From an optimization exercise on the open Yosys and OpenROAD flow, aimed at small area, a short achievable clock period and few clock cycles; shortcuts taken in it are not production practice.
The RTL was checked by simulation tests, not by an equivalence proof against the original design.
Power figures rest on the tool's default switching activity, not on a simulated workload.

==> flow/design.v (excerpt) <==
module blind_chunk_rx (
    input  wire        clk,
    input  wire        rst,         
    input  wire        cmd_valid,
    input  wire [1:0]  cmd_op,
    input  wire [7:0]  cmd_data,
    output wire        cmd_ready,
    output reg         tok_valid,
    output wire [7:0]  tok_data,
    output reg         evt_valid,
    output reg  [3:0]  evt_code,
    output reg  [15:0] evt_a,
    output reg  [15:0] evt_b,
    output reg         dst_valid,
    output reg  [7:0]  dst_data,
    input  wire        dst_ready
);
Settings: LEC_CHECK=0, CAP_MARGIN=30, CORE_MARGIN=2, CORE_UTILIZATION=65, CTS_CLUSTER_DIAMETER=60, CTS_CLUSTER_SIZE=20, SLEW_MARGIN=20; clock period 9.0 ns.
standard.sh (not shown) runs the stock make flow with config.mk's settings and CLKGATE_MAP_FILE= SYNTH_SCRIPT=/design/flow/synth_recipe.tcl, a recipe that flattens the netlist after the stock synthesis.
==> flow/flow/run.sh <==
#!/bin/bash
# Layout flow: the standard ORFS flow, unchanged, except that repair_timing
# aims for 6 ns of setup slack (a 3 ns target) instead of 0.
set -euo pipefail
export SETUP_SLACK_MARGIN=6
bash standard.sh > standard.log 2>&1
Testbench counts at the start, summed over its fixed seeds: cycles 57,153.
Rerun with:
- CORE_UTILIZATION: 65 -> 55
=> Cell count rises by 5.0%. First-iteration DRC count shrinks by 9.9%. Non-clock buffer count is higher by 60. Setup slack improves by 27 ps. Combinational power is lower by about 5%. Global-route usage drops by 6.0 points. Core utilization shrinks by 11 points. Synthesized cell count does not change. Synthesized area is unchanged.


Setup of old:
Another version of the RTL of blind_chunk_rx (not shown whole).
Size: about 4,000 cells after synthesis, ~64,000 sq um of cells after synthesis.
==> flow/config.mk <==
export PLATFORM = sky130hd
export DESIGN_NAME = blind_chunk_rx
export DESIGN_NICKNAME = blind_chunk_rx
export VERILOG_FILES = /design/flow/design.v
export SDC_FILE = /design/flow/constraint.sdc
export NUM_CORES = 4
export LEC_CHECK = 0
export CAP_MARGIN = 30
export CORE_MARGIN = 2
export CORE_UTILIZATION = 65
export CTS_CLUSTER_DIAMETER = 80
export CTS_CLUSTER_SIZE = 30
export SLEW_MARGIN = 20
==> flow/constraint.sdc <==
create_clock -name core_clock -period 9.0 [get_ports {clk}]
set_input_delay 1.8000 -clock core_clock [delete_from_list [all_inputs] [get_ports {clk}]]
set_output_delay 1.8000 -clock core_clock [all_outputs]
set_load 0.01 [all_outputs]
Scripts as last shown in full above: flow/flow/run.sh
In summary, old completed successfully, with a layout that passed the timing, design-rule and antenna checks.
Testbench counts of old, summed over its fixed seeds: cycles 57,639.
> inputs changed (old -> new)
- changing CTS_CLUSTER_DIAMETER from 80 to 70
- changing CTS_CLUSTER_SIZE from 30 to 25
==> comparison <==
Met3 track demand over resource in global routing: new vs old up 0.55 points
On top-level port count, old tracks new almost exactly.
Compared to old, new leaves less free space in the core.


blind_chunk_rx, a different RTL version from the one above (not shown whole).
Size in the first run: ~3900 cells after synthesis, roughly 2700 flip-flops, roughly 70 I/O pins, ~0.064 mm2 of cells after synthesis.
Design blind_chunk_rx, start of the top module:
module blind_chunk_rx (
    input  wire        clk,
    input  wire        rst,         
    input  wire        cmd_valid,
    input  wire [1:0]  cmd_op,
    input  wire [7:0]  cmd_data,
    output wire        cmd_ready,
    output reg         tok_valid,
    output wire [7:0]  tok_data,
    output reg         evt_valid,
    output reg  [3:0]  evt_code,
    output reg  [15:0] evt_a,
    output reg  [15:0] evt_b,
    output reg         dst_valid,
    output reg  [7:0]  dst_data,
    input  wire        dst_ready
);
==> flow/config.mk <==
export PLATFORM = sky130hd
export DESIGN_NAME = blind_chunk_rx
export DESIGN_NICKNAME = blind_chunk_rx
export VERILOG_FILES = /design/flow/design.v
export SDC_FILE = /design/flow/constraint.sdc
export NUM_CORES = 4
export LEC_CHECK = 0
export CAP_MARGIN = 30
export CORE_MARGIN = 2
export CORE_UTILIZATION = 65
export CTS_CLUSTER_DIAMETER = 80
export CTS_CLUSTER_SIZE = 30
export SLEW_MARGIN = 20
==> flow/constraint.sdc <==
create_clock -name core_clock -period 9.0 [get_ports {clk}]
set_input_delay 1.8000 -clock core_clock [delete_from_list [all_inputs] [get_ports {clk}]]
set_output_delay 1.8000 -clock core_clock [all_outputs]
set_load 0.01 [all_outputs]
Scripts as last shown in full above: flow/flow/run.sh
Testbench counts at the start, summed over its fixed seeds: cycles 57,639.
Next try:
Settings changed: CTS_CLUSTER_DIAMETER 80 to 70, CTS_CLUSTER_SIZE 30 to 25.
The new run went through all stages and came out clean; register-to-register slack is better by 0.06 ns; clock-buffer cell count came out higher by 29; cell count came out higher slightly; setup slack is worse by 0.012 ns; maximum frequency came out lower slightly.

-- afterwards: timing with drivers on the ports --
The results above use ideal ports. As a check the final layouts listed here were re-extracted and re-timed, cells and wires unchanged. Step 1 assumes that a clkbuf_16 drives the clock port and a buf_2 every other input. Step 2 adds t to the input delays and takes it off the output delays; t is the mean of the earliest and latest rising clock arrival at the registers after step 1. Input paths then give back, and output paths get back, about the clock's delay inside the block. Three values: ideal ports, drivers, drivers and shift; two values: the first two.
| run | t, ns | slack for setup (ns) | hold WS [ns] |
|---|---|---|---|
| the first run of note 1 | 0.907 | 5.819 / 5.760 / 5.221 | 0.495 / 0.495 / 0.495 |
| the second run of note 1 | 0.915 | 5.846 / 5.753 / 5.276 | 0.494 / 0.494 / 0.494 |
| old | 0.773 | 5.944 / 5.874 / 5.203 | 0.303 / 0.303 / 0.303 |
| new | 0.810 | 5.898 / 5.828 / 5.218 | 0.317 / 0.317 / 0.317 |
| the first run of note 3 | 0.791 | 5.957 / 5.888 / 5.357 | 0.309 / 0.309 / 0.309 |
| the second run of note 3 | 0.805 | 5.944 / 5.875 / 5.351 | 0.319 / 0.319 / 0.319 |
After both steps setup and hold are still met in every run listed. The setup slack of old, which loses most, moves by -0.070 ns with the drivers and by -0.741 ns with both steps.
